Source: an optimization exercise on an open RTL-to-GDS flow (aim: small area). Production flows keep margins and buffers that such runs may drop.
In this exercise RTL edits were held to simulation tests only and were not proved equivalent to the original.
Power figures rest on the tool's default switching activity, not on a simulated workload. No driver is modelled on the clock port, so clocking that relies on it looks cheaper here than on a real chip.

[run.sh]
#!/bin/bash
# synth_recipe.tcl (not shown) runs the flow's synth.tcl, then flattens the netlist and writes it again
# the make line also repeats each setting of config.mk as NAME=value (left out here)
make -C /OpenROAD-flow-scripts/flow DESIGN_CONFIG=/design/flow/config.mk WORK_HOME=/design/flow/orfs CLKGATE_MAP_FILE= SYNTH_SCRIPT=/design/flow/synth_recipe.tcl finish
[config.mk]
export PLATFORM = sky130hd
export DESIGN_NAME = sx_core
export DESIGN_NICKNAME = sx_core
export VERILOG_FILES = /design/flow/design.v
export SDC_FILE = /design/flow/constraint.sdc
export NUM_CORES = 4
export LEC_CHECK = 0
export CAP_MARGIN = 20
export CORE_MARGIN = 2
export CORE_UTILIZATION = 40
export SLEW_MARGIN = 20
[design.v]
module sx_core (
    input  wire        clk,
    input  wire        rst,         
    input  wire        cmd_valid,
    input  wire [18:0] cmd,         
    output reg         resp_valid,
    output reg  [1:0]  resp_code,   
    output wire [1:0]  pins,
    output reg         side,
    output wire        running      
);
    localparam [1:0] OK          = 2'd0;
    localparam [1:0] BAD_ADDRESS = 2'd1;
    localparam [1:0] BAD_COMMAND = 2'd2;
    wire [2:0] c_op = cmd[18:16];
    wire [7:0] c_a  = cmd[15:8];
    wire [7:0] c_v  = cmd[7:0];
    reg       do_set_ch, do_set_tp, do_start, do_stop;
    reg [1:0] code;
    reg [7:0]  ct   [0:111];       
    reg [7:0]  snap [0:111];       
    reg [7:0]  tail [0:15];        
    reg        tp, snap_tp, tail_tp;
    reg        dirty;
    reg        srun, stop_req, halt_req;
    reg [6:0]  idx;                
    reg [3:0]  qcnt;               
    reg        run;
    reg [5:0]  cnt;                
    reg        pol;                
    reg [3:0]  b_blk;
    reg [2:0]  b_slot;
    reg [3:0]  b_qb;
    wire q_empty = (qcnt == 4'd0);
    wire q_full  = qcnt[3];
    wire st_stop    = srun && stop_req;
    wire st_rebuild = srun && !stop_req && (idx == 7'd0) && dirty;
    wire st_push    = srun && !stop_req && !((idx == 7'd0) && dirty) && !q_full;
    wire use_tail = (b_blk == 4'd15) || (b_blk == 4'd14 && b_slot[2]);
    wire [6:0] ch = {b_slot - 3'd1, b_blk};
    wire [7:0] ch_val = use_tail ? tail[{b_blk[0], b_slot - 3'd1}] : snap[ch];
    wire       hdr_tp = (b_blk == 4'd15) ? tail_tp : snap_tp;
    wire [3:0] n      = ~b_blk;
    reg fbit;
    always @* begin
        if (b_slot == 3'd0) begin
            case (b_qb)
                4'd3:    fbit = 1'b1;
                4'd4:    fbit = hdr_tp;
                4'd5:    fbit = 1'b1;
                4'd6:    fbit = n[3];
                4'd7:    fbit = n[2];
                4'd8:    fbit = 1'b1;
                4'd9:    fbit = n[1];
                4'd10:   fbit = n[0];
                4'd11:   fbit = 1'b1;
                default: fbit = 1'b0;
            endcase
        end else begin
            case (b_qb)
                4'd0:    fbit = ch_val[7];
                4'd1:    fbit = ch_val[6];
                4'd3:    fbit = ch_val[5];
                4'd4:    fbit = ch_val[4];
                4'd6:    fbit = ch_val[3];
                4'd7:    fbit = ch_val[2];
                4'd9:    fbit = ch_val[1];
                4'd10:   fbit = ch_val[0];
                default: fbit = 1'b1;
            endcase
        end
    end
    wire at_frame_start = (b_blk == 4'd0) && (b_slot == 3'd0) && (b_qb == 4'd0);
    wire new_pol        = (pol && !at_frame_start) ^ fbit;
    wire word_start = (b_slot == 3'd0 && b_qb == 4'd0) ||
                      (b_slot == 3'd1 && b_qb == 4'd4) ||
                      (b_slot == 3'd2 && b_qb == 4'd8) ||
                      (b_slot == 3'd4 && b_qb == 4'd0) ||
                      (b_slot == 3'd5 && b_qb == 4'd4) ||
                      (b_slot == 3'd6 && b_qb == 4'd8);
    wire at_boundary = run && (cnt == 6'd0);
    wire at_halt     = at_boundary && halt_req;
    wire at_stall    = at_boundary && !halt_req && word_start && q_empty;
    wire at_shift    = at_boundary && !halt_req && !(word_start && q_empty);
    wire at_pop      = at_shift && word_start;
    wire pins_on = side || (cnt != 6'd0);
    assign pins    = {pins_on && pol, pins_on && !pol};
    assign running = run;
    always @* begin
        do_set_ch = 1'b0;
        do_set_tp = 1'b0;
        do_start  = 1'b0;
        do_stop   = 1'b0;
        code      = OK;
        if (cmd_valid) begin
            case (c_op)
                3'b000: begin
                    if (c_a > 8'd111) code = BAD_ADDRESS;
                    else              do_set_ch = 1'b1;
                end
                3'b001: begin
                    if (c_a != 8'd0 || c_v[7:1] != 7'd0) code = BAD_COMMAND;
                    else                                do_set_tp = 1'b1;
                end
                3'b010: begin
                    if (c_a != 8'd0 || c_v != 8'd0) code = BAD_COMMAND;
                    else                           do_start = !srun && !run;
                end
                3'b011: begin
                    if (c_a != 8'd0 || c_v != 8'd0) code = BAD_COMMAND;
                    else                           do_stop = srun;
                end
                default: code = BAD_COMMAND;
            endcase
        end
    end
    always @(posedge clk) begin
        if (rst) begin
            resp_valid <= 1'b0;
            resp_code  <= OK;
        end else begin
            resp_valid <= cmd_valid;
            resp_code  <= code;
        end
    end
    integer i;
    always @(posedge clk) begin
        if (rst) begin
            for (i = 0; i < 112; i = i + 1)
                ct[i] <= 8'h00;
        end else if (do_set_ch) begin
            ct[c_a[6:0]] <= c_v;
        end
    end
    always @(posedge clk) begin
        if (st_rebuild) begin
            for (i = 0; i < 112; i = i + 1)
                snap[i] <= ct[i];
            snap_tp <= tp;
        end
    end
    always @(posedge clk) begin
        if (st_push && idx == 7'd87) begin
            for (i = 3; i < 7; i = i + 1)
                tail[i] <= snap[16 * i + 14];
            for (i = 0; i < 7; i = i + 1)
                tail[8 + i] <= snap[16 * i + 15];
            tail_tp <= snap_tp;
        end
    end
    always @(posedge clk) begin
        if (rst) begin
            tp    <= 1'b0;
            dirty <= 1'b1;
        end else begin
            if (do_set_tp)
                tp <= c_v[0];
            if (do_set_ch || do_set_tp)
                dirty <= 1'b1;
            else if (st_rebuild)
                dirty <= 1'b0;
        end
    end
    always @(posedge clk) begin
        if (rst) begin
            srun     <= 1'b0;
            stop_req <= 1'b0;
            halt_req <= 1'b0;
            idx      <= 7'd0;
            qcnt     <= 4'd0;
        end else if (do_start) begin
            srun     <= 1'b1;
            stop_req <= 1'b0;
            halt_req <= 1'b0;
            idx      <= 7'd0;
            qcnt     <= 4'd0;
        end else begin
            if (st_stop) begin
                srun     <= 1'b0;
                stop_req <= 1'b0;
                halt_req <= 1'b1;
            end else if (do_stop) begin
                stop_req <= 1'b1;
            end
            if (at_halt)
                halt_req <= 1'b0;
            if (st_push)
                idx <= (idx == 7'd95) ? 7'd0 : idx + 7'd1;
            if (st_push && !at_pop)
                qcnt <= qcnt + 4'd1;
            else if (at_pop && !st_push)
                qcnt <= qcnt - 4'd1;
        end
    end
    always @(posedge clk) begin
        if (rst) begin
            run    <= 1'b0;
            cnt    <= 6'd0;
            side   <= 1'b0;
        end else if (do_start) begin
            run    <= 1'b1;
            cnt    <= 6'd0;
            side   <= 1'b0;
        end else if (run) begin
            if (cnt != 6'd0) begin
                cnt <= cnt - 6'd1;
                if (cnt == 6'd40)
                    side <= 1'b1;            
            end else if (at_halt) begin
                run  <= 1'b0;
                side <= 1'b0;
            end else if (at_shift) begin
                side <= 1'b0;                
                cnt  <= 6'd49;
            end
        end
    end
    always @(posedge clk) begin
        if (do_start) begin
            b_blk  <= 4'd0;
            b_slot <= 3'd0;
            b_qb   <= 4'd0;
        end else if (at_shift) begin
            pol <= new_pol;
            if (b_qb == 4'd11) begin
                b_qb   <= 4'd0;
                b_slot <= b_slot + 3'd1;
                if (b_slot == 3'd7)
                    b_blk <= b_blk + 4'd1;
            end else begin
                b_qb <= b_qb + 4'd1;
            end
        end
    end
endmodule
[constraint.sdc]
create_clock -name core_clock -period 1000.0 [get_ports {clk}]
set_input_delay 200.0000 -clock core_clock [delete_from_list [all_inputs] [get_ports {clk}]]
set_output_delay 200.0000 -clock core_clock [all_outputs]
set_load 0.01 [all_outputs]
==> results of run 1 <==
state kept, by name, summed over array words and instances (netlist names), 2 cells and up:
signal and flops:
qcnt 4, b_blk 4, snap 896, cnt 6, idx 7, b_slot 3, b_qb 4, ct 896
tail 88, resp_code 2
power groups by stage:
stage	Combinational [mW]	Clock (mW)	Sequential [mW]
3_5_place_dp	0.00258	0	0.0924
2_1_floorplan	0.00115	0	0.0920
6_report	0.00263	0.0721	0.0907
5_1_grt	0.00265	0.0758	0.0908
4_1_cts	0.00259	0.0726	0.0907
3_3_place_gp	0.00254	0	0.0923
cell families after synthesis:
kind of cell / count (synthesis) / share of synthesized area (%)
flops: 1921 / 77.6
simple gates: 1729 / 13.5
buf+inv: 275 / 1.47
compound gates: 601 / 6.47
xor+xnor: 19 / 0.246
fa+ha+maj: 22 / 0.383
mux: 22 / 0.310
critical path: stages:
cell and delay, ns:
clkdlybuf4s50_1 0.50, a31oi_1 0.99, nand2_1 0.62, nor4b_1 0.76, nand2_1 0.93, nor2_1 0.69
or2_2 0.33
stage by stage:
stage | std cells | cell area, um^2 | hold slack (ns) | util, % | power (mW)
2_1_floorplan | 4589 | 73800 | 0.400 | - | 0.0931
3_3_place_gp | 7008 | 77700 | 0.401 | 42.4 | 0.0949
3_5_place_dp | 7008 | 77700 | 0.405 | 42.4 | 0.0950
4_1_cts | 7370 | 84000 | 0.376 | 45.8 | 0.166
5_1_grt | 7378 | 84000 | 0.381 | 45.9 | 0.169
6_report | 7389 | 84100 | 0.375 | 45.9 | 0.165
metal layers:
layer	up-vias	track usage, %	wire [um]
li1	17900	-	-
met1	23600	42.4	112000
met2	3958	45.9	128000
met3	874	13.1	46300
met4	22	21.9	25900
met5	-	0.598	259
final timing paths:
| check | end | cells after the start | slack, ns |
|---|---|---|---|
| worst min register to register | snap[78][5]$_DFFE_PP_ | 0 | 0.38 |
| worst max-delay path | ct[54][2]$_SDFFCE_PN0P_ | 7 | 795.68 |
| worst min-delay path | snap[78][5]$_DFFE_PP_ | 0 | 0.38 |
| worst max register to register | pol$_DFFE_PP_ | 14 | 993.10 |
cells in the final DEF, fill, tap and decap left out, types with 11 or more instances in the layout:
master and count:
a21oi_1 47, a221o_1 21, a221oi_1 34, a222oi_1 16
a22o_1 55, a22oi_1 176, a32o_1 28, a32oi_1 96
and2_1 905, and3_1 31, and4_1 11, buf_4 185
bufinv_16 15, clkbuf_1 36, clkbuf_16 194, clkdlybuf4s50_1 19
clkinv_1 45, clkinv_2 46, dfxtp_1 36, diode_2 15
edfxtp_1 1883, ha_1 18, inv_1 23, mux2i_1 15
nand2_1 117, nand3_1 71, nand4_1 68, nand4b_1 15
nor2_1 226, nor2_2 11, nor2b_1 11, nor3_1 40
nor4_1 25, o21ai_0 30, o22ai_1 21, or2_2 115
xnor2_1 13
final cells by class:
type                    instances  area [um^2]
diodes                         15         37.5
repair buffers                210         1670
clock inverters               132         1280
well taps                    2464         3080
flip-flops and latches       1921        57300
fillers                     15900        99200
clock buffers                 230         4990
inverters                      24         90.1
multi-input cells            2393        15600
==> results.py, run 1 <==
metrics = {
    "power_and_ir_drop": {
        "combPwrFrac_pct": 1.6,
        "p_int_mw": 0.130,
        "p_sw_mw": 0.0352,
        "swShare_pct": 21.3,
        "power_density_nw_per_um2": 1.97,
        "p_seq_share_pct": 54.8,
        "leakage_nw": 27.7,
        "clkPwrFrac_pct": 43.6,
        "max-vdd-ir-drop_uv": 1.43,
    },
    "logic_synthesis": {
        "synth_cell_types": 79,
        "synthTopCellsByArea": "edfxtp_1, and2_1, a22oi_1, nor2_1, a32oi_1",
        "netlist_area_um2": 73800,
        "yosysTopAreaCellShare_pct": 76.6,
        "ys_seq_area_share_pct": 77.6,
        "async_flop_share_pct": 0,
        "synth_commonest_cells": "edfxtp_1, and2_1, nor2_1",
        "ys_ff_latch": 1921,
        "synth_ff_type": "edfxtp_1",
        "yosys.cell_count.top_type": "edfxtp_1",
        "synth-edff-count": 1883,
        "yosysTopAreaCell": "edfxtp_1",
        "synth_cells": 4589,
        "avgSynthCellArea_um2": 16.1,
        "yosysWarnings": 43,
    },
    "sta": {
        "tns_ns": 0,
        "drv_slew": 0,
        "fin_skew_ns": 0.0529,
        "layout_min_cycle_time_ns": 204.32,
        "hold_violations": 0,
        "setup_violations": 0,
        "period_share_pct": 20.4,
        "setup_slack_ns": 795.68,
        "rsz0062_at_grt": "no",
        "maxSlewHeadroom_pct": 18.1,
        "clock.fmax_mhz": 4.89,
        "tightestPinTransition_ns": 1.23,
    },
    "layout": {
        "drive_above_1_share_pct": 13.3,
        "area_growth_pct": 13.9,
        "nets": 4788,
    },
    "worst_setup_path": {
        "crit_arrival_ns": 204.86,
        "cp_max_fo": 9,
        "cp.required_ns": 1000.54,
        "end_kind": "flip-flop",
        "r2r-start": "b_slot[0]$_SDFFE_PP0P_",
        "start_kind": "primary input",
        "setup.worst_path.start": "cmd[13]",
        "criticalPathCategory": "in -> reg",
    },
    "place": {
        "place_ws_ns": 795.40,
        "portBuffers": 28,
        "place_hpwl_mm": 218,
        "gp_congestion": 1.13,
    },
    "cts": {
        "path_clk_slew_ns": 0.06,
        "tritoncts": "built",
        "cts_buffer_depth": 3,
        "htreeDepth": 4,
        "clock-root-buffer": "clkbuf_16",
        "cts.sinks": 1921,
        "postCtsSetupBuffers": 0,
        "cts_inserted_buffers": 194,
        "ctsResizeCount": 0,
        "ctsHoldBuffers": 0,
        "clock_latency_ns": 0.87,
    },
    "grt": {
        "grt_first_pass_wirelength_mm": 403,
        "gr-total-overflow": 0,
        "grt_max_degree": 179,
        "grt_pass1_vias": 42000,
        "grt_antenna_before_repair": 36,
        "track_usage_pct": 33.0,
    },
    "floorplan": {
        "die_area_um2": 188000,
        "coreArea_um2": 183000,
        "ios": 29,
        "start_util_pct": 40.3,
        "fp-row-count": 157,
        "die_h_um": 434,
        "die_x_um": 434,
    },
    "status": {
        "status": "complete, no violations",
    },
    "drt": {
        "drc_errors": 0,
        "dr.pass1.iters": 12,
        "avgViaCountPerCell": 6.28,
        "ant_nets": 0,
        "drt_iter0_markers": 9209,
        "via_count": 46400,
        "wire_per_inst_um": 42.3,
        "routed_wl_mm": 313,
    },
    "flow_run": {
        "cap_violations": 0,
    },
    "hold_path": {
        "hp-class": "reg -> reg",
        "hp-start": "ct[78][5]$_SDFFCE_PN0P_",
    },
}
==> run 2: changes to the inputs <==
--- a/design.v
+++ b/design.v
@@ -19,5 +19,11 @@
     reg [1:0] code;
-    reg [7:0]  ct   [0:111];       
-    reg [7:0]  snap [0:111];       
-    reg [7:0]  tail [0:15];        
+    reg          tog;
+    wire         tog_next = rst ? 1'b0 : ~tog;
+    reg  [895:0] ct_q;             
+    reg  [895:0] snap_q;           
+    reg  [87:0]  tail_q;           
+    wire [895:0] ct_d, snap_d;
+    wire [87:0]  tail_d;
+    reg  [4:0]   ph;               
+    reg          nbit;             
     reg        tp, snap_tp, tail_tp;
@@ -38,5 +44,60 @@
     wire st_push    = srun && !stop_req && !((idx == 7'd0) && dirty) && !q_full;
+    reg [2:0] bsel;
+    always @* begin
+        case (b_qb)
+            4'd0:    bsel = 3'd7;
+            4'd1:    bsel = 3'd6;
+            4'd3:    bsel = 3'd5;
+            4'd4:    bsel = 3'd4;
+            4'd6:    bsel = 3'd3;
+            4'd7:    bsel = 3'd2;
+            4'd9:    bsel = 3'd1;
+            default: bsel = 3'd0;
+        endcase
+    end
+    wire [2:0] k_rd = b_slot - 3'd1;
+    wire [6:0] ch   = {k_rd, b_blk};
+    wire [7:0] tap0 = snap_q[8*0  +: 8];
+    wire [7:0] tap1 = snap_q[8*28 +: 8];
+    wire [7:0] tap2 = snap_q[8*56 +: 8];
+    wire [7:0] tap3 = snap_q[8*84 +: 8];
+    reg  [7:0] tap;
+    always @* begin
+        case (ch[1:0])
+            2'd0:    tap = tap0;
+            2'd1:    tap = tap1;
+            2'd2:    tap = tap2;
+            default: tap = tap3;
+        endcase
+    end
+    always @(posedge clk) begin
+        if (ph == ch[6:2])
+            nbit <= tap[bsel] ^ tog;
+    end
+    wire [11:0] tl_sel;
+    wire [7:0]  tl_val;
+    genvar gt, gp;
+    generate
+        for (gt = 0; gt < 11; gt = gt + 1) begin : g_tsel
+            if (gt < 4)
+                assign tl_sel[gt] = !b_blk[0] && k_rd == gt + 3;
+            else
+                assign tl_sel[gt] = b_blk[0] && k_rd == gt - 4;
+        end
+        assign tl_sel[11] = 1'b0;
+        for (gp = 0; gp < 8; gp = gp + 1) begin : g_tplane
+            wire [3:0] nt;
+            for (gt = 0; gt < 4; gt = gt + 1) begin : g_aoi
+                sx_aoi222 u_aoi (
+                    .a0(tl_sel[3*gt]),     .b0(tail_q[8*(3*gt) + gp]),
+                    .a1(tl_sel[3*gt + 1]), .b1(tail_q[8*(3*gt + 1) + gp]),
+                    .a2(tl_sel[3*gt + 2]),
+                    .b2(gt < 3 ? tail_q[8*(3*gt + 2) + gp] : 1'b0),
+                    .y (nt[gt]));
+            end
+            assign tl_val[gp] = ~&nt;
+        end
+    endgenerate
+    wire       tl_bit  = tl_val[bsel] ^ tog;
     wire use_tail = (b_blk == 4'd15) || (b_blk == 4'd14 && b_slot[2]);
-    wire [6:0] ch = {b_slot - 3'd1, b_blk};
-    wire [7:0] ch_val = use_tail ? tail[{b_blk[0], b_slot - 3'd1}] : snap[ch];
     wire       hdr_tp = (b_blk == 4'd15) ? tail_tp : snap_tp;
@@ -60,11 +121,4 @@
             case (b_qb)
-                4'd0:    fbit = ch_val[7];
-                4'd1:    fbit = ch_val[6];
-                4'd3:    fbit = ch_val[5];
-                4'd4:    fbit = ch_val[4];
-                4'd6:    fbit = ch_val[3];
-                4'd7:    fbit = ch_val[2];
-                4'd9:    fbit = ch_val[1];
-                4'd10:   fbit = ch_val[0];
-                default: fbit = 1'b1;
+                4'd2, 4'd5, 4'd8, 4'd11: fbit = 1'b1;
+                default:                 fbit = use_tail ? tl_bit : nbit;
             endcase
@@ -125,26 +179,68 @@
     end
-    integer i;
-    always @(posedge clk) begin
-        if (rst) begin
-            for (i = 0; i < 112; i = i + 1)
-                ct[i] <= 8'h00;
-        end else if (do_set_ch) begin
-            ct[c_a[6:0]] <= c_v;
-        end
-    end
-    always @(posedge clk) begin
-        if (st_rebuild) begin
-            for (i = 0; i < 112; i = i + 1)
-                snap[i] <= ct[i];
+    always @(posedge clk)
+        tog <= tog_next;
+    wire [7:0]  ct_wd = rst ? 8'h00 : c_v;
+    wire [7:0]  ct_a  = ct_wd ^ {8{~tog_next}};
+    wire [6:0]  ct_row;
+    wire [15:0] ct_col;
+    genvar gr, gb;
+    generate
+        for (gr = 0; gr < 7; gr = gr + 1) begin : g_row
+            assign ct_row[gr] = rst || (do_set_ch && c_a[6:4] == gr);
+        end
+        for (gr = 0; gr < 16; gr = gr + 1) begin : g_col
+            assign ct_col[gr] = rst || (c_a[3:0] == gr);
+        end
+        for (gr = 0; gr < 112; gr = gr + 1) begin : g_ct
+            wire en   = ct_row[gr / 16] && ct_col[gr % 16];
+            wire en_n = ~en;
+            for (gb = 0; gb < 8; gb = gb + 1) begin : g_b
+                sx_o22ai u_sel (.a1(en), .a2(ct_q[8*gr + gb]),
+                                .b1(en_n), .b2(ct_a[gb]),
+                                .y(ct_d[8*gr + gb]));
+            end
+        end
+    endgenerate
+    wire reb_n = ~st_rebuild;
+    generate
+        for (gr = 0; gr < 112; gr = gr + 1) begin : g_sn
+            localparam integer R  = gr / 28;
+            localparam integer P  = gr % 28;
+            localparam integer NX = 28 * R + (P + 1) % 28;
+            for (gb = 0; gb < 8; gb = gb + 1) begin : g_b
+                sx_o22ai u_sel (.a1(st_rebuild), .a2(snap_q[8*NX + gb]),
+                                .b1(reb_n), .b2(ct_q[8*(4*P + R) + gb]),
+                                .y(snap_d[8*gr + gb]));
+            end
+        end
+    endgenerate
+    always @(posedge clk) begin
+        if (rst || st_rebuild)
+            ph <= 5'd0;
+        else
+            ph <= (ph == 5'd27) ? 5'd0 : ph + 5'd1;
+    end
+    wire tl_win = (idx >= 7'd88);
+    generate
+        for (gr = 0; gr < 11; gr = gr + 1) begin : g_tl
+            localparam integer K = gr < 4 ? gr + 3 : gr - 4;
+            wire ld   = tl_win && ph == 4 * K + 3;
+            wire ld_n = ~ld;
+            for (gb = 0; gb < 8; gb = gb + 1) begin : g_b
+                sx_o22ai u_sel (.a1(ld), .a2(tail_q[8*gr + gb]),
+                                .b1(ld_n), .b2(gr < 4 ? tap2[gb] : tap3[gb]),
+                                .y(tail_d[8*gr + gb]));
+            end
+        end
+    endgenerate
+    always @(posedge clk) begin
+        ct_q   <= ct_d;
+        snap_q <= snap_d;
+        tail_q <= tail_d;
+    end
+    always @(posedge clk) begin
+        if (st_rebuild)
             snap_tp <= tp;
-        end
-    end
-    always @(posedge clk) begin
-        if (st_push && idx == 7'd87) begin
-            for (i = 3; i < 7; i = i + 1)
-                tail[i] <= snap[16 * i + 14];
-            for (i = 0; i < 7; i = i + 1)
-                tail[8 + i] <= snap[16 * i + 15];
+        if (st_push && idx == 7'd87)
             tail_tp <= snap_tp;
-        end
     end
@@ -235 +331,13 @@
 endmodule
+module sx_o22ai (
+    input  wire a1, a2, b1, b2,
+    output wire y
+);
+    assign y = ~((a1 | a2) & (b1 | b2));
+endmodule
+module sx_aoi222 (
+    input  wire a0, b0, a1, b1, a2, b2,
+    output wire y
+);
+    assign y = ~((a0 & b0) | (a1 & b1) | (a2 & b2));
+endmodule
--- a/config.mk
+++ b/config.mk
@@ -9,3 +9,7 @@
 export CORE_MARGIN = 2
-export CORE_UTILIZATION = 40
+export CORE_UTILIZATION = 65
+export CTS_BUF_LIST = sky130_fd_sc_hd__clkbuf_16
+export CTS_CLUSTER_DIAMETER = 90
+export CTS_CLUSTER_SIZE = 35
 export SLEW_MARGIN = 20
+export SYNTH_HIERARCHICAL = 1
==> run 2 against run 1 <==
Synthesized cell count is 2.5% lower. Fmax grew 0.84%. Still clean on timing, DRC and antenna. Combinational power increased to 4.4 times the previous value. Largest cell class unchanged. Design area decreased by 31%. Worst hold slack gained 0.048 ns. Highest routed layer is now met4. Sequential cell count up 7.
==> results.py, run 2 <==
metrics = {
    "power_and_ir_drop": {
        "power_density_nw_per_um2": 2.35,
        "max-vdd-ir-drop_uv": 2.05,
        "leakage_nw": 22.8,
    },
    "logic_synthesis": {
        "ys_seq_area_share_pct": 71.1,
        "netlist_area_um2": 54300,
        "avgSynthCellArea_um2": 12.1,
        "ys_ff_latch": 1928,
        "synth_ff_type": "dfxtp_1",
        "synth_commonest_cells": "dfxtp_1, o22ai_1, inv_1",
        "yosysWarnings": 7,
        "synthTopCellsByArea": "dfxtp_1, o22ai_1, inv_1, nand2_1, a222oi_1",
        "yosysTopAreaCell": "dfxtp_1",
        "synth-edff-count": 4,
        "synth_cells": 4475,
        "yosys.cell_count.top_type": "dfxtp_1",
        "async_flop_share_pct": 0,
        "synth_cell_types": 62,
        "yosysTopAreaCellShare_pct": 70.9,
    },
    "place": {
        "portBuffers": 28,
        "gp_congestion": 0.824,
        "dp_cells": 5597,
        "place_hpwl_mm": 73.4,
    },
    "sta": {
        "period_share_pct": 20.3,
        "rsz0062_at_grt": "no",
        "tightestPinTransition_ns": 1.26,
        "hold_violations": 0,
        "setup_violations": 0,
        "drv_slew": 0,
        "clock.fmax_mhz": 4.94,
        "layout_min_cycle_time_ns": 202.61,
        "maxSlewHeadroom_pct": 15.7,
        "tns_ns": 0,
        "fin_skew_ns": 0.0207,
    },
    "cts": {
        "ctsHoldBuffers": 0,
        "cts_inserted_buffers": 61,
        "htreeDepth": 2,
        "cts_buffer_depth": 3,
        "clock-root-buffer": "clkbuf_16",
        "clock_latency_ns": 0.70,
        "cts.sinks": 1928,
        "tritoncts": "built",
        "path_clk_slew_ns": 0.12,
        "postCtsSetupBuffers": 0,
        "ctsResizeCount": 0,
    },
    "flow_run": {
        "cap_violations": 0,
    },
    "floorplan": {
        "die_x_um": 293,
        "ios": 29,
        "fp-row-count": 106,
        "start_util_pct": 65.3,
        "die_area_um2": 85900,
        "die_h_um": 293,
        "coreArea_um2": 83200,
    },
    "drt": {
        "avgViaCountPerCell": 6.67,
        "ant_nets": 0,
        "drc_errors": 0,
        "wire_per_inst_um": 23.1,
        "via_count": 37800,
        "dr.pass1.iters": 6,
        "drt_iter0_markers": 3745,
        "routed_wl_mm": 131,
    },
    "worst_setup_path": {
        "end_kind": "flip-flop",
        "crit_arrival_ns": 203.15,
        "start_kind": "primary input",
        "criticalPathCategory": "in -> reg",
        "cp_max_fo": 16,
        "cp.required_ns": 1000.53,
    },
    "grt": {
        "track_usage_pct": 29.5,
        "gr-total-overflow": 0,
        "grt_max_degree": 238,
        "grt_antenna_before_repair": 0,
        "grt_first_pass_wirelength_mm": 203,
        "grt_pass1_vias": 35400,
    },
    "layout": {
        "nets": 4629,
        "nFillCells": 6238,
        "area_growth_pct": 6.51,
        "top_regs": "ct_q (896), snap_q (896), tail_q (88)",
        "mostFrequentLayoutCell": "dfxtp_1",
        "post_layout_nonfiller_instances": 5667,
        "drive_above_1_share_pct": 2.75,
        "mostFrequentLayoutCells": "dfxtp_1, o22ai_1, inv_1",
    },
    "hold_path": {
        "hp-class": "reg -> reg",
    },
    "status": {
        "status": "complete, no violations",
    },
}
[run 2: cell types whose count changed after synthesis, sizes merged, moves of 96 or more]
cell / change
nor2: -184
or2: -113
clkbuf: -201
a22oi: -173
inv: +116
o22ai: +1859
and2: -904
dfxtp: +1886
a32oi: -96
edfxtp: -1879
[run 2: final timing paths]
| kind | start | end | slack [ns] | cells after the start |
|---|---|---|---|---|
| hold reg to reg | snap_q[835]$_DFF_P_ | snap_q[827]$_DFF_P_ | 0.42 | 1 |
| setup / recovery | cmd[17] | ct_q[107]$_DFF_P_ | 797.39 | 8 |
| setup reg to reg | idx[0]$_SDFFE_PP0P_ | snap_q[820]$_DFF_P_ | 995.56 | 9 |
| hold / removal | snap_q[835]$_DFF_P_ | snap_q[827]$_DFF_P_ | 0.42 | 1 |
[run 2: report_power, final]
part	switching, mW	internal (mW)	leakage, nW
clock network	0.0214	0.0113	0.789
registers	0.00468	0.0869	16.2
logic	0.00583	0.00572	5.81
[run 2: cell type report]
| cell class | count | area [um^2] | share of cell area (%) |
|---|---|---|---|
| diodes | 2 | 5.00 | 0.00865 |
| clock buffers | 62 | 1550 | 2.68 |
| clock inverters | 5 | 55.1 | 0.0952 |
| inverters | 139 | 529 | 0.915 |
| multi-input cells | 2397 | 15200 | 26.2 |
| flip-flops and latches | 1928 | 38600 | 66.8 |
| well taps | 1080 | 1350 | 2.34 |
| repair buffers | 54 | 553 | 0.956 |
[run 2: critical path, cell delays in order]
cell and delay [ns]:
clkdlybuf4s50_1 0.48, nor3_1 0.25, and3_1 0.29, nor2b_1 0.29, a21o_1 0.88, nand2_1 0.45, inv_1 0.34, o22ai_1 0.14
[run 2: kinds of logic after synthesis]
logic type                 Yosys count  share of synthesized area [%]
DFF                               1928                           71.1
other                                1                        0.00690
xor gates and xnor gates            26                          0.419
buffers and inverters              165                           1.16
and+or+nand+nor                    301                           2.58
adders and majority gates           26                          0.613
muxes                               34                          0.670
AOI/OAI and AO/OA                 1994                           23.4
[run 2: modules after synthesis (local to each module, per instance)]
module	cells	times used	cell area, um^2	flip-flops and latches
sx_core	2563	1	42200	1928
sx_o22ai	1	1880	6.26	0
sx_aoi222	1	32	10.0	0
[run 2: stage by stage]
stage / worst slack [ns] / hold WS (ns) / instance area, um^2 / utilization, % / total power, mW
floorplan: 791.11 / 0.408 / 54400 / - / 0.101
global placement: 796.78 / 0.413 / 56200 / 67.6 / 0.104
detailed placement: 796.70 / 0.416 / 56200 / 67.6 / 0.105
CTS: 797.42 / 0.425 / 57800 / 69.5 / 0.136
global route: 797.23 / 0.431 / 57800 / 69.6 / 0.141
finish: 797.39 / 0.423 / 57800 / 69.6 / 0.136
[run 2: routing by layer]
layer,wire length (um),up-vias,GRT usage [%]
met3,8210,131,3.98
met5,0,-,0
li1,-,18000,-
met4,2300,0,6.08
met1,60700,18600,43.9
met2,59600,1087,46.4
==> run 3: changes to the inputs <==
--- a/config.mk
+++ b/config.mk
@@ -11,4 +11,4 @@
 export CTS_BUF_LIST = sky130_fd_sc_hd__clkbuf_16
-export CTS_CLUSTER_DIAMETER = 90
-export CTS_CLUSTER_SIZE = 35
+export CTS_CLUSTER_DIAMETER = 80
+export CTS_CLUSTER_SIZE = 28
 export SLEW_MARGIN = 20
==> run 3 against run 2 <==
Non-clock buffer count unchanged. Final cell count increased by 0.41%. Utilization increased by 0.61 points. Combinational power about the same. Register-to-register slack got worse by 0.04 ns. Critical path depth unchanged. Critical path type unchanged. Critical endpoint is now ct_q[91]$_DFF_P_. Largest cell class unchanged.
==> results.py, run 3 <==
metrics = {
    "logic_synthesis": {
        "yosys.area_share.simple_pct": 2.58,
        "synth.area.mux_share_pct": 0.670,
        "synth_top_family_by_area": "compound AO/OA/AOI/OAI gates",
        "ys_ff_latch": 1928,
        "synth_cell_types": 62,
        "synth_ff_type": "dfxtp_1",
        "synth_cells": 4475,
        "yosysTopAreaCellShare_pct": 70.9,
        "ys_seq_area_share_pct": 71.1,
        "synth-edff-count": 4,
        "synth_commonest_cells": "dfxtp_1, o22ai_1, inv_1",
        "yosys.cell_count.top_type": "dfxtp_1",
        "avgSynthCellArea_um2": 12.1,
        "async_flop_share_pct": 0,
        "synthAdderAreaFrac_pct": 0.613,
        "netlist_area_um2": 54300,
        "synth_xor_xnor_area_share_pct": 0.419,
        "yosysTopAreaCell": "dfxtp_1",
        "synth_compound_area_share_pct": 23.4,
        "yosysWarnings": 7,
        "synthTopCellsByArea": "dfxtp_1, o22ai_1, inv_1, nand2_1, a222oi_1",
    },
    "hold_path": {
        "hp-class": "reg -> reg",
    },
    "cts": {
        "tritoncts": "built",
        "htreeDepth": 3,
        "path_clk_slew_ns": 0.10,
        "clock_latency_ns": 0.68,
        "cts_inserted_buffers": 79,
        "clock-root-buffer": "clkbuf_16",
        "ctsResizeCount": 0,
        "postCtsSetupBuffers": 0,
        "cts_buffer_depth": 3,
        "ctsHoldBuffers": 0,
        "cts.sinks": 1928,
    },
    "worst_setup_path": {
        "crit_chain": "clkdlybuf4s50_1 -> a31oi_1 -> and3_1 -> nor2b_1 -> a21o_1 -> nand2_1 -> inv_1 -> o22ai_1",
        "reg2reg_setup_slack_ns": 995.52,
        "end_kind": "flip-flop",
        "cp.required_ns": 1000.50,
        "crit_path_max_incr_delay_ns": 0.87,
        "criticalPathCategory": "in -> reg",
        "critPathSlowestCell": "a21o_1",
        "start_kind": "primary input",
        "crit_arrival_ns": 203.10,
        "crit_buf_inv": 2,
        "cp_max_fo": 16,
        "critical_path.top_delay_family": "compound AO/OA/AOI/OAI gates",
    },
    "floorplan": {
        "die_x_um": 293,
        "die_area_um2": 85900,
        "coreArea_um2": 83200,
        "start_util_pct": 65.3,
        "ios": 29,
        "fp-row-count": 106,
        "die_h_um": 293,
    },
    "sta": {
        "tns_ns": 0,
        "maxSlewHeadroom_pct": 16.8,
        "clock.fmax_mhz": 4.94,
        "layout_min_cycle_time_ns": 202.59,
        "tightestPinTransition_ns": 1.25,
        "setup_violations": 0,
        "drv_slew": 0,
        "fin_skew_ns": 0.0297,
        "period_share_pct": 20.3,
        "hold_violations": 0,
        "rsz0062_at_grt": "no",
    },
    "grt": {
        "grt_antenna_before_repair": 1,
        "grt_first_pass_wirelength_mm": 204,
        "gr-total-overflow": 0,
        "grt_max_degree": 238,
        "track_usage_pct": 29.7,
        "grt_pass1_vias": 35500,
    },
    "layout": {
        "mostFrequentLayoutCells": "dfxtp_1, o22ai_1, inv_1",
        "postLayoutCoreUtil_pct": 70.2,
        "mostFrequentLayoutCell": "dfxtp_1",
        "area_growth_pct": 7.44,
        "nets": 4647,
        "drive_above_1_share_pct": 3.19,
        "nFillCells": 6190,
        "top_regs": "ct_q (896), snap_q (896), tail_q (88)",
    },
    "power_and_ir_drop": {
        "power_density_nw_per_um2": 2.40,
        "max-vdd-ir-drop_uv": 1.93,
        "leakage_nw": 23.0,
    },
    "status": {
        "status": "complete, no violations",
    },
    "flow_run": {
        "cap_violations": 0,
    },
    "drt": {
        "wire_per_inst_um": 23.1,
        "routed_wl_mm": 132,
        "dr.pass1.iters": 6,
        "ant_nets": 0,
        "avgViaCountPerCell": 6.68,
        "drt_iter0_markers": 3915,
        "drc_errors": 0,
        "via_count": 38000,
    },
    "place": {
        "portBuffers": 28,
        "gp_congestion": 0.824,
        "place_hpwl_mm": 73.4,
    },
}
## run 3: cell counts after synthesis
No cell type changed its count.
## run 3: modules after synthesis (local to each module, per instance)
module	copies in the design	cell area (um^2)	cells	flip-flops and latches
sx_core	1	42200	2563	1928
sx_o22ai	1880	6.26	1	0
sx_aoi222	32	10.0	1	0
## run 3: stage by stage
stage | hold WS [ns] | power (mW) | instance area [um^2] | std cells | setup slack (ns)
floorplan | 0.408 | 0.101 | 54400 | 4490 | 791.11
finish | 0.417 | 0.140 | 58400 | 5690 | 797.41
CTS | 0.422 | 0.141 | 58300 | 5686 | 797.40
global placement | 0.413 | 0.104 | 56200 | 5597 | 796.78
detailed placement | 0.416 | 0.105 | 56200 | 5597 | 796.70
global route | 0.438 | 0.146 | 58300 | 5687 | 797.22
## run 3: power by group
| group | switching, mW | internal (mW) |
|---|---|---|
| combinational | 0.00584 | 0.00572 |
| clock | 0.0223 | 0.0148 |
| sequential | 0.00469 | 0.0869 |
## run 3: cells by family (layout without fill, tap and decap cells)
family          Yosys count  count (layout)
compound gates         1994            1994
flops                  1928            1928
simple gates            301             301
buf+inv                 165             282
mux                      34              34
fa+ha+maj                26              26
xor+xnor                 26              26
other cells               1              19
## run 3: area by class of cell
cell class	count	area [um^2]	area share (%)
Antenna cell	3	7.51	0.0129
Clock buffer	81	2030	3.47
Clock inverter	8	82.6	0.142
Inverter	139	529	0.907
Multi-Input combinational cell	2397	15200	26.0
Sequential cell	1928	38600	66.2
Tap cell	1080	1350	2.32
Timing Repair Buffer	54	553	0.948
## run 3: worst reg2reg max path: stages, from the launching register on
cell,delay [ns]
dfxtp_1,0.44
inv_1,0.08
ha_1,0.20
and4b_1,0.23
nor3b_2,0.18
buf_12,0.24
inv_8,0.82
buf_4,0.90
buf_4,0.93
o22ai_1,0.31
## run 3: worst paths after layout
kind | endpoint | depth (start not counted) | startpoint
setup reg to reg | snap_q[820]$_DFF_P_ | 9 | idx[0]$_SDFFE_PP0P_
setup / recovery | ct_q[91]$_DFF_P_ | 8 | cmd[14]
hold reg to reg | snap_q[349]$_DFF_P_ | 1 | snap_q[357]$_DFF_P_
hold / removal | snap_q[349]$_DFF_P_ | 1 | snap_q[357]$_DFF_P_
## run 3: metal layers
metal | wire, um | track usage, %
met1 | 60600 | 44.0
met2 | 59700 | 46.3
met3 | 8300 | 3.79
met4 | 3060 | 7.85
met5 | 0 | 0
==> run 4: changes to the inputs <==
--- a/config.mk
+++ b/config.mk
@@ -11,4 +11,4 @@
 export CTS_BUF_LIST = sky130_fd_sc_hd__clkbuf_16
-export CTS_CLUSTER_DIAMETER = 80
-export CTS_CLUSTER_SIZE = 28
+export CTS_CLUSTER_DIAMETER = 70
+export CTS_CLUSTER_SIZE = 24
 export SLEW_MARGIN = 20
==> run 4 against run 3 <==
Sequential power about the same. Clock power grew 7.5%. Synthesized area stayed put. Sequential cell count is the same. Critical endpoint is now ct_q[79]$_DFF_P_. Highest routed layer unchanged.
==> results.py, run 4 <==
metrics = {
    "place": {
        "gp_congestion": 0.824,
        "portBuffers": 28,
        "postPlaceCellArea_um2": 56200,
        "place_hpwl_mm": 73.4,
    },
    "grt": {
        "grt_pass1_vias": 35700,
        "gr-total-overflow": 0,
        "track_usage_pct": 29.8,
        "grt_max_degree": 238,
        "grt_antenna_before_repair": 0,
        "grt_first_pass_wirelength_mm": 204,
    },
    "logic_synthesis": {
        "async_flop_share_pct": 0,
        "netlist_area_um2": 54300,
        "synthTopCellsByArea": "dfxtp_1, o22ai_1, inv_1, nand2_1, a222oi_1",
        "synth_ff_type": "dfxtp_1",
        "ys_ff_latch": 1928,
        "synth_commonest_cells": "dfxtp_1, o22ai_1, inv_1",
        "yosysWarnings": 7,
        "yosysTopAreaCellShare_pct": 70.9,
        "avgSynthCellArea_um2": 12.1,
        "yosys.cell_count.top_type": "dfxtp_1",
        "synth_cell_types": 62,
        "synth-edff-count": 4,
        "ys_seq_area_share_pct": 71.1,
        "synth_cells": 4475,
        "yosysTopAreaCell": "dfxtp_1",
    },
    "worst_setup_path": {
        "r2r_cells": 9,
        "r2r_end": "snap_q[820]$_DFF_P_",
        "r2r-start": "idx[0]$_SDFFE_PP0P_",
        "reg2reg_setup_slack_ns": 995.55,
        "setup.worst_path.start": "cmd[17]",
        "start_kind": "primary input",
        "cp.required_ns": 1000.50,
        "crit_arrival_ns": 203.12,
        "cp_max_fo": 16,
        "end_kind": "flip-flop",
        "criticalPathCategory": "in -> reg",
    },
    "layout": {
        "top_regs": "ct_q (896), snap_q (896), tail_q (88)",
        "mostFrequentLayoutCell": "dfxtp_1",
        "finalInstanceArea_um2": 58700,
        "mostFrequentLayoutCells": "dfxtp_1, o22ai_1, inv_1",
        "nets": 4659,
        "area_growth_pct": 8.08,
        "drive_above_1_share_pct": 3.50,
    },
    "drt": {
        "via_count": 38100,
        "dr.pass1.iters": 6,
        "routed_wl_mm": 132,
        "avgViaCountPerCell": 6.68,
        "ant_nets": 0,
        "drt_iter0_markers": 3832,
        "wire_per_inst_um": 23.1,
        "drc_errors": 0,
    },
    "floorplan": {
        "die_h_um": 293,
        "coreArea_um2": 83200,
        "die_area_um2": 85900,
        "ios": 29,
        "start_util_pct": 65.3,
        "fp-row-count": 106,
        "die_x_um": 293,
    },
    "sta": {
        "maxSlewHeadroom_pct": 21.6,
        "period_share_pct": 20.3,
        "fin_skew_ns": 0.0213,
        "layout_min_cycle_time_ns": 202.63,
        "rsz0062_at_grt": "no",
        "hold_violations": 0,
        "clock.fmax_mhz": 4.94,
        "drv_slew": 0,
        "tns_ns": 0,
        "setup_violations": 0,
        "tightestPinTransition_ns": 1.18,
    },
    "cts": {
        "cts.sinks": 1928,
        "cts_inserted_buffers": 91,
        "tritoncts": "built",
        "path_clk_slew_ns": 0.09,
        "ctsHoldBuffers": 0,
        "clock_latency_ns": 0.68,
        "cts_buffer_depth": 3,
        "clock-root-buffer": "clkbuf_16",
        "ctsResizeCount": 0,
        "postCtsSetupBuffers": 0,
        "htreeDepth": 3,
    },
    "power_and_ir_drop": {
        "power_density_nw_per_um2": 2.44,
        "max-vdd-ir-drop_uv": 1.83,
        "power_mw": 0.143,
        "leakage_nw": 23.2,
    },
    "hold_path": {
        "hold_depth": 1,
        "hp-class": "reg -> reg",
        "min_to": "snap_q[349]$_DFF_P_",
        "hp-start": "snap_q[357]$_DFF_P_",
    },
    "flow_run": {
        "cap_violations": 0,
    },
    "status": {
        "status": "complete, no violations",
    },
}
## run 4: area by class of cell
class                           instances  area [um^2]
Fill cell                            6136        24500
Antenna cell                            1         2.50
Clock inverter                         10          108
Sequential cell                      1928        38600
Timing Repair Buffer                   54          553
Inverter                              139          529
Tap cell                             1080         1350
Clock buffer                           94         2350
Multi-Input combinational cell       2397        15200
## run 4: stage by stage
| stage | hold WS (ns) | setup WS, ns | std cells | utilization, % |
|---|---|---|---|---|
| after floorplan | 0.408 | 791.11 | 4490 | - |
| after global placement | 0.413 | 796.78 | 5597 | 67.6 |
| after detailed placement | 0.416 | 796.70 | 5597 | 67.6 |
| after CTS | 0.424 | 797.41 | 5701 | 70.5 |
| after global routing | 0.434 | 797.22 | 5702 | 70.6 |
| final | 0.418 | 797.38 | 5703 | 70.6 |
## run 4: kinds of logic (layout without fill, tap and decap cells)
logic type                 count (synthesis)  count (layout)  share of synthesized area [%]
AOI/OAI and AO/OA                       1994            1994                           23.4
DFF                                     1928            1928                           71.1
and+or+nand+nor                          301             301                           2.58
buffers and inverters                    165             297                           1.16
muxes                                     34              34                          0.670
adders and majority gates                 26              26                          0.613
xor gates and xnor gates                  26              26                          0.419
other                                      1              17                        0.00690
## run 4: power by group
part | total (mW) | internal [mW] | switching [mW]
registers | 0.0916 | 0.0868 | 0.00471
logic | 0.0116 | 0.00572 | 0.00584
clock network | 0.0399 | 0.0170 | 0.0229
## run 4: routing by layer
layer	part of all wire (%)	routed length (um)	global-route usage (%)
met3	6.1	8080	4.09
met5	0	0	0
met4	2.1	2730	6.84
met2	46	60400	46.6
met1	46	60600	44.2
## run 4: per-module statistics from Yosys, one instance, submodules excluded
| module | flip-flops and latches | cell area, um^2 | cells |
|---|---|---|---|
| sx_core | 1928 | 42200 | 2563 |
| sx_aoi222 | 0 | 10.0 | 1 |
| sx_o22ai | 0 | 6.26 | 1 |
## run 4: worst max-delay path: stages
cell and delay (ns):
clkdlybuf4s50_1 0.48, nor3_1 0.25, and3_1 0.28, nor2b_1 0.29, a21o_1 0.89, nand2_1 0.45, inv_1 0.35, o22ai_1 0.12
## run 4: worst max-delay path by stage
stage,end,slack (ns),depth (start not counted)
after floorplan,dirty$_SDFFE_PP1P_,791.11,4
after global placement,ct_q[365]$_DFF_P_,796.78,8
after detailed placement,ct_q[341]$_DFF_P_,796.70,8
after CTS,ct_q[341]$_DFF_P_,797.41,8
after global routing,ct_q[10]$_DFF_P_,797.22,8
final,ct_q[79]$_DFF_P_,797.38,8
==> run 5: changes to the inputs <==
--- a/design.v
+++ b/design.v
@@ -26,4 +26,3 @@
     wire [87:0]  tail_d;
-    reg  [4:0]   ph;               
-    reg          nbit;             
+    wire [7:0]   tail [0:15];      
     reg        tp, snap_tp, tail_tp;
@@ -44,60 +43,39 @@
     wire st_push    = srun && !stop_req && !((idx == 7'd0) && dirty) && !q_full;
-    reg [2:0] bsel;
-    always @* begin
-        case (b_qb)
-            4'd0:    bsel = 3'd7;
-            4'd1:    bsel = 3'd6;
-            4'd3:    bsel = 3'd5;
-            4'd4:    bsel = 3'd4;
-            4'd6:    bsel = 3'd3;
-            4'd7:    bsel = 3'd2;
-            4'd9:    bsel = 3'd1;
-            default: bsel = 3'd0;
-        endcase
-    end
-    wire [2:0] k_rd = b_slot - 3'd1;
-    wire [6:0] ch   = {k_rd, b_blk};
-    wire [7:0] tap0 = snap_q[8*0  +: 8];
-    wire [7:0] tap1 = snap_q[8*28 +: 8];
-    wire [7:0] tap2 = snap_q[8*56 +: 8];
-    wire [7:0] tap3 = snap_q[8*84 +: 8];
-    reg  [7:0] tap;
-    always @* begin
-        case (ch[1:0])
-            2'd0:    tap = tap0;
-            2'd1:    tap = tap1;
-            2'd2:    tap = tap2;
-            default: tap = tap3;
-        endcase
-    end
-    always @(posedge clk) begin
-        if (ph == ch[6:2])
-            nbit <= tap[bsel] ^ tog;
-    end
-    wire [11:0] tl_sel;
-    wire [7:0]  tl_val;
-    genvar gt, gp;
+    wire [2:0]  k_rd = b_slot - 3'd1;
+    wire [111:0] ch_sel;
+    wire [7:0]   rd_byte [0:111];
+    genvar gc, gj;
     generate
-        for (gt = 0; gt < 11; gt = gt + 1) begin : g_tsel
-            if (gt < 4)
-                assign tl_sel[gt] = !b_blk[0] && k_rd == gt + 3;
+        for (gc = 0; gc < 11; gc = gc + 1) begin : g_tlr
+            assign tail[gc < 4 ? gc + 3 : gc + 4] = tail_q[8*gc +: 8];
+        end
+        for (gc = 0; gc < 112; gc = gc + 1) begin : g_ch
+            assign ch_sel[gc] = (k_rd == gc / 16) && (b_blk == gc % 16);
+            if (gc % 16 == 15)
+                assign rd_byte[gc] = tail[8 + gc / 16];
+            else if (gc % 16 == 14 && gc / 16 >= 3)
+                assign rd_byte[gc] = tail[gc / 16];
             else
-                assign tl_sel[gt] = b_blk[0] && k_rd == gt - 4;
+                assign rd_byte[gc] = snap_q[8*gc +: 8];
         end
-        assign tl_sel[11] = 1'b0;
-        for (gp = 0; gp < 8; gp = gp + 1) begin : g_tplane
-            wire [3:0] nt;
-            for (gt = 0; gt < 4; gt = gt + 1) begin : g_aoi
+    endgenerate
+    wire [7:0] ch_val;
+    generate
+        for (gj = 0; gj < 8; gj = gj + 1) begin : g_plane
+            wire [111:0] pd;
+            wire [37:0]  nterm;
+            for (gc = 0; gc < 112; gc = gc + 1) begin : g_pd
+                assign pd[gc] = rd_byte[gc][gj];
+            end
+            for (gc = 0; gc < 37; gc = gc + 1) begin : g_aoi
                 sx_aoi222 u_aoi (
-                    .a0(tl_sel[3*gt]),     .b0(tail_q[8*(3*gt) + gp]),
-                    .a1(tl_sel[3*gt + 1]), .b1(tail_q[8*(3*gt + 1) + gp]),
-                    .a2(tl_sel[3*gt + 2]),
-                    .b2(gt < 3 ? tail_q[8*(3*gt + 2) + gp] : 1'b0),
-                    .y (nt[gt]));
+                    .a0(ch_sel[3*gc]),     .b0(pd[3*gc]),
+                    .a1(ch_sel[3*gc + 1]), .b1(pd[3*gc + 1]),
+                    .a2(ch_sel[3*gc + 2]), .b2(pd[3*gc + 2]),
+                    .y (nterm[gc]));
             end
-            assign tl_val[gp] = ~&nt;
+            assign nterm[37] = ~(ch_sel[111] & pd[111]);
+            assign ch_val[gj] = ~&nterm;
         end
     endgenerate
-    wire       tl_bit  = tl_val[bsel] ^ tog;
-    wire use_tail = (b_blk == 4'd15) || (b_blk == 4'd14 && b_slot[2]);
     wire       hdr_tp = (b_blk == 4'd15) ? tail_tp : snap_tp;
@@ -121,4 +99,11 @@
             case (b_qb)
-                4'd2, 4'd5, 4'd8, 4'd11: fbit = 1'b1;
-                default:                 fbit = use_tail ? tl_bit : nbit;
+                4'd0:    fbit = ch_val[7] ^ tog;
+                4'd1:    fbit = ch_val[6] ^ tog;
+                4'd3:    fbit = ch_val[5] ^ tog;
+                4'd4:    fbit = ch_val[4] ^ tog;
+                4'd6:    fbit = ch_val[3] ^ tog;
+                4'd7:    fbit = ch_val[2] ^ tog;
+                4'd9:    fbit = ch_val[1] ^ tog;
+                4'd10:   fbit = ch_val[0] ^ tog;
+                default: fbit = 1'b1;
             endcase
@@ -205,30 +190,18 @@
     generate
-        for (gr = 0; gr < 112; gr = gr + 1) begin : g_sn
-            localparam integer R  = gr / 28;
-            localparam integer P  = gr % 28;
-            localparam integer NX = 28 * R + (P + 1) % 28;
-            for (gb = 0; gb < 8; gb = gb + 1) begin : g_b
-                sx_o22ai u_sel (.a1(st_rebuild), .a2(snap_q[8*NX + gb]),
-                                .b1(reb_n), .b2(ct_q[8*(4*P + R) + gb]),
-                                .y(snap_d[8*gr + gb]));
-            end
+        for (gr = 0; gr < 896; gr = gr + 1) begin : g_sn
+            sx_o22ai u_sel (.a1(st_rebuild), .a2(snap_q[gr]),
+                            .b1(reb_n), .b2(ct_q[gr]),
+                            .y(snap_d[gr]));
         end
     endgenerate
-    always @(posedge clk) begin
-        if (rst || st_rebuild)
-            ph <= 5'd0;
-        else
-            ph <= (ph == 5'd27) ? 5'd0 : ph + 5'd1;
-    end
-    wire tl_win = (idx >= 7'd88);
+    wire tl_ld   = st_push && idx == 7'd87;
+    wire tl_ld_n = ~tl_ld;
     generate
-        for (gr = 0; gr < 11; gr = gr + 1) begin : g_tl
-            localparam integer K = gr < 4 ? gr + 3 : gr - 4;
-            wire ld   = tl_win && ph == 4 * K + 3;
-            wire ld_n = ~ld;
-            for (gb = 0; gb < 8; gb = gb + 1) begin : g_b
-                sx_o22ai u_sel (.a1(ld), .a2(tail_q[8*gr + gb]),
-                                .b1(ld_n), .b2(gr < 4 ? tap2[gb] : tap3[gb]),
-                                .y(tail_d[8*gr + gb]));
-            end
+        for (gr = 0; gr < 88; gr = gr + 1) begin : g_tl
+            localparam integer TB = gr / 8;
+            localparam integer TC = TB < 4 ? 16 * (TB + 3) + 14
+                                           : 16 * (TB - 4) + 15;
+            sx_o22ai u_sel (.a1(tl_ld), .a2(tail_q[gr]),
+                            .b1(tl_ld_n), .b2(snap_q[8*TC + gr % 8]),
+                            .y(tail_d[gr]));
         end
@@ -243,3 +216,3 @@
             snap_tp <= tp;
-        if (st_push && idx == 7'd87)
+        if (tl_ld)
             tail_tp <= snap_tp;
@@ -331,8 +304,2 @@
 endmodule
-module sx_o22ai (
-    input  wire a1, a2, b1, b2,
-    output wire y
-);
-    assign y = ~((a1 | a2) & (b1 | b2));
-endmodule
 module sx_aoi222 (
@@ -343 +310,7 @@
 endmodule
+module sx_o22ai (
+    input  wire a1, a2, b1, b2,
+    output wire y
+);
+    assign y = ~((a1 | a2) & (b1 | b2));
+endmodule
--- a/config.mk
+++ b/config.mk
@@ -11,4 +11,4 @@
 export CTS_BUF_LIST = sky130_fd_sc_hd__clkbuf_16
-export CTS_CLUSTER_DIAMETER = 70
-export CTS_CLUSTER_SIZE = 24
+export CTS_CLUSTER_DIAMETER = 80
+export CTS_CLUSTER_SIZE = 30
 export SLEW_MARGIN = 20
==> run 5 against run 4 <==
First-iteration DRC count increased by 74%. Non-clock buffer count increased by 7. Synthesized cell count increased by 9.5%. Critical path type unchanged. Sequential power decreased by 2.4%. Global-route usage increased by 6.6 points. Wire length increased by 30%. Synthesized area increased by 5.7%. Power decreased by 4.5%. Still clean on timing, DRC and antenna.
==> results.py, run 5 <==
metrics = {
    "floorplan": {
        "die_h_um": 301,
        "fp-row-count": 109,
        "ios": 29,
        "coreArea_um2": 88000,
        "die_x_um": 301,
        "start_util_pct": 65.3,
        "die_area_um2": 90700,
    },
    "worst_setup_path": {
        "end_kind": "flip-flop",
        "cp.required_ns": 1000.50,
        "critPathSlowestCell": "buf_4",
        "crit_buf_inv": 4,
        "start_kind": "primary input",
        "crit_arrival_ns": 203.26,
        "crit_path_max_incr_delay_ns": 0.82,
        "crit_top_cell": "buf_4",
        "crit_chain": "clkdlybuf4s50_1 -> buf_4 -> nand2b_4 -> buf_4 -> buf_4 -> o22ai_1",
        "critical_path.top_delay_family": "buffers and inverters",
        "cp_max_fo": 45,
        "criticalPathCategory": "in -> reg",
    },
    "cts": {
        "cts_buffer_depth": 3,
        "ctsHoldBuffers": 0,
        "htreeDepth": 3,
        "ctsResizeCount": 0,
        "clock-root-buffer": "clkbuf_16",
        "cts_inserted_buffers": 74,
        "postCtsSetupBuffers": 0,
        "cts.sinks": 1922,
        "path_clk_slew_ns": 0.11,
        "clock_latency_ns": 0.68,
        "tritoncts": "built",
    },
    "logic_synthesis": {
        "synthTopCellsByArea": "dfxtp_1, o22ai_1, a222oi_1, nor2_1, nand2_1",
        "yosysTopAreaCell": "dfxtp_1",
        "yosys.cell_count.top_type": "dfxtp_1",
        "synth_cell_types": 57,
        "yosysTopAreaCellShare_pct": 66.9,
        "avgSynthCellArea_um2": 11.7,
        "ys_ff_latch": 1922,
        "yosysWarnings": 7,
        "synth_commonest_cells": "dfxtp_1, o22ai_1, a222oi_1",
        "ys_seq_area_share_pct": 67.1,
        "synth_cells": 4899,
        "synth_ff_type": "dfxtp_1",
        "synth-edff-count": 3,
        "async_flop_share_pct": 0,
        "netlist_area_um2": 57400,
    },
    "drt": {
        "dr.pass1.iters": 9,
        "ant_nets": 0,
        "wire_per_inst_um": 27.8,
        "routed_wl_mm": 172,
        "via_count": 45600,
        "drc_errors": 0,
        "drt_iter0_markers": 6683,
        "avgViaCountPerCell": 7.37,
    },
    "place": {
        "postPlaceCellArea_um2": 59400,
        "dp_cells": 6093,
        "gp_congestion": 0.944,
        "portBuffers": 28,
        "place_hpwl_mm": 104,
    },
    "hold_path": {
        "hp-class": "reg -> reg",
    },
    "layout": {
        "drive_above_1_share_pct": 3.05,
        "top_regs": "ct_q (896), snap_q (896), tail_q (88)",
        "post_layout_nonfiller_instances": 6190,
        "area_growth_pct": 7.09,
        "mostFrequentLayoutCell": "dfxtp_1",
        "nFillCells": 6711,
        "nets": 5051,
        "mostFrequentLayoutCells": "dfxtp_1, o22ai_1, a222oi_1",
        "finalInstanceArea_um2": 61500,
    },
    "sta": {
        "drv_slew": 0,
        "hold_violations": 0,
        "clock.fmax_mhz": 4.93,
        "maxSlewHeadroom_pct": 16.6,
        "tightestPinTransition_ns": 1.25,
        "layout_min_cycle_time_ns": 202.76,
        "period_share_pct": 20.3,
        "tns_ns": 0,
        "setup_violations": 0,
        "whs_ns": 0.436,
        "rsz0062_at_grt": "no",
        "fin_skew_ns": 0.0293,
    },
    "grt": {
        "grt_pass1_vias": 40900,
        "grt_max_degree": 235,
        "track_usage_pct": 36.4,
        "grt_antenna_before_repair": 13,
        "gr-total-overflow": 0,
        "grt_first_pass_wirelength_mm": 255,
    },
    "power_and_ir_drop": {
        "max-vdd-ir-drop_uv": 2.05,
        "power_density_nw_per_um2": 2.22,
        "leakage_nw": 23.9,
    },
    "status": {
        "status": "complete, no violations",
    },
    "flow_run": {
        "cap_violations": 0,
    },
}
[run 5: changes by cell type after synthesis, sizes merged, moves of 9 or more]
| cell | previous run | this run |
|---|---|---|
| nand4 | 14 | 62 |
| nor2 | 57 | 163 |
| nand3 | 13 | 28 |
| a222oi | 40 | 296 |
| clkbuf | 17 | 28 |
| or4 | 1 | 17 |
| mux2i | 24 | 8 |
| mux2 | 9 | 0 |
| nand2 | 135 | 151 |
| and4 | 0 | 9 |
[run 5: logic make-up (layout without fill, tap and decap cells)]
| logic type | Yosys count | count (layout) | synth area share (%) |
|---|---|---|---|
| AO/OA/AOI/OAI | 2251 | 2251 | 26.6 |
| flip-flops | 1922 | 1922 | 67.1 |
| AND/OR/NAND/NOR | 505 | 505 | 4.22 |
| buffers and inverters | 166 | 283 | 1.09 |
| adder cells (fa/ha/maj) | 25 | 25 | 0.558 |
| XOR/XNOR | 22 | 22 | 0.336 |
| multiplexers | 8 | 8 | 0.139 |
| other | 0 | 9 | 0 |
[run 5: layout make-up]
type | instances | area (um^2) | share of cell area (%)
antenna | 9 | 22.5 | 0.0366
clock buffer | 78 | 1950 | 3.17
clock inverter | 10 | 86.3 | 0.140
inverter | 134 | 512 | 0.832
multi-input combinational | 2811 | 18400 | 29.9
sequential | 1922 | 38500 | 62.6
tap | 1165 | 1460 | 2.37
timing repair buffer | 61 | 582 | 0.946
[run 5: final timing paths]
path                               start                  end  slack (ns)  cells after the start
hold reg to reg        ct_q[495]$_DFF_P_  snap_q[495]$_DFF_P_        0.44                      1
setup reg to reg  b_slot[0]$_SDFFE_PP0P_        pol$_DFFE_PP_      993.81                     13
setup / recovery                     rst    ct_q[222]$_DFF_P_      797.24                      6
hold / removal         ct_q[495]$_DFF_P_  snap_q[495]$_DFF_P_        0.44                      1
[run 5: power breakdown]
| group | total (mW) | internal [mW] | switching, mW |
|---|---|---|---|
| sequential | 0.0894 | 0.0848 | 0.00451 |
| combinational | 0.0103 | 0.00485 | 0.00540 |
| clock | 0.0370 | 0.0145 | 0.0225 |
[run 5: per-stage QoR]
stage	util, %	setup slack (ns)	power (mW)
global placement	67.5	796.74	0.100
finish	69.9	797.24	0.137
floorplan	-	796.96	0.0973
global route	69.9	797.09	0.141
detailed placement	67.5	796.58	0.101
CTS	69.9	797.25	0.136
[run 5: per-layer routing]
metal	wire (um)	GRT usage, %
met5	22	0
met1	73900	53.9
met2	74100	53.1
met4	6560	13.7
met3	17200	6.30
[run 5: Yosys stat by module, one instance, submodules excluded]
module | flops+latches | cell area (um^2)
sx_aoi222 | 0 | 10.0
sx_core | 1922 | 42700
sx_o22ai | 0 | 6.26

what the ideal ports hide:
No port has a modelled driver above. Below, the same layouts with a new extraction and two added sets of constraints.
Step 1 assumes that a clkbuf_16 drives the clock port and a buf_2 every other input.
Step 2 adds t to the input delays and takes it off the output delays; t is the mean of the earliest and latest rising clock arrival at the registers after step 1. Input paths then give back, and output paths get back, about the clock's delay inside the block.
a / b / c = ideal ports / drivers / drivers and shift; a / b = the first two.
run | shift t [ns] | setup slack, ns | worst register clock-pin slew, ns
run 1 | 0.938 | 795.678 / 795.687 / 794.749 | 0.07 / 0.07
run 2 | 0.754 | 797.388 / 797.422 / 796.669 | 0.12 / 0.12
run 3 | 0.724 | 797.406 / 797.439 / 796.715 | 0.11 / 0.11
run 4 | 0.732 | 797.375 / 797.411 / 796.679 | 0.09 / 0.09
run 5 | 0.736 | 797.242 / 797.283 / 796.547 | 0.11 / 0.11
After both steps every run listed still meets setup and hold. For run 1, which loses most, drivers alone change the setup slack by +0.009 ns; drivers and shift together by -0.929 ns.
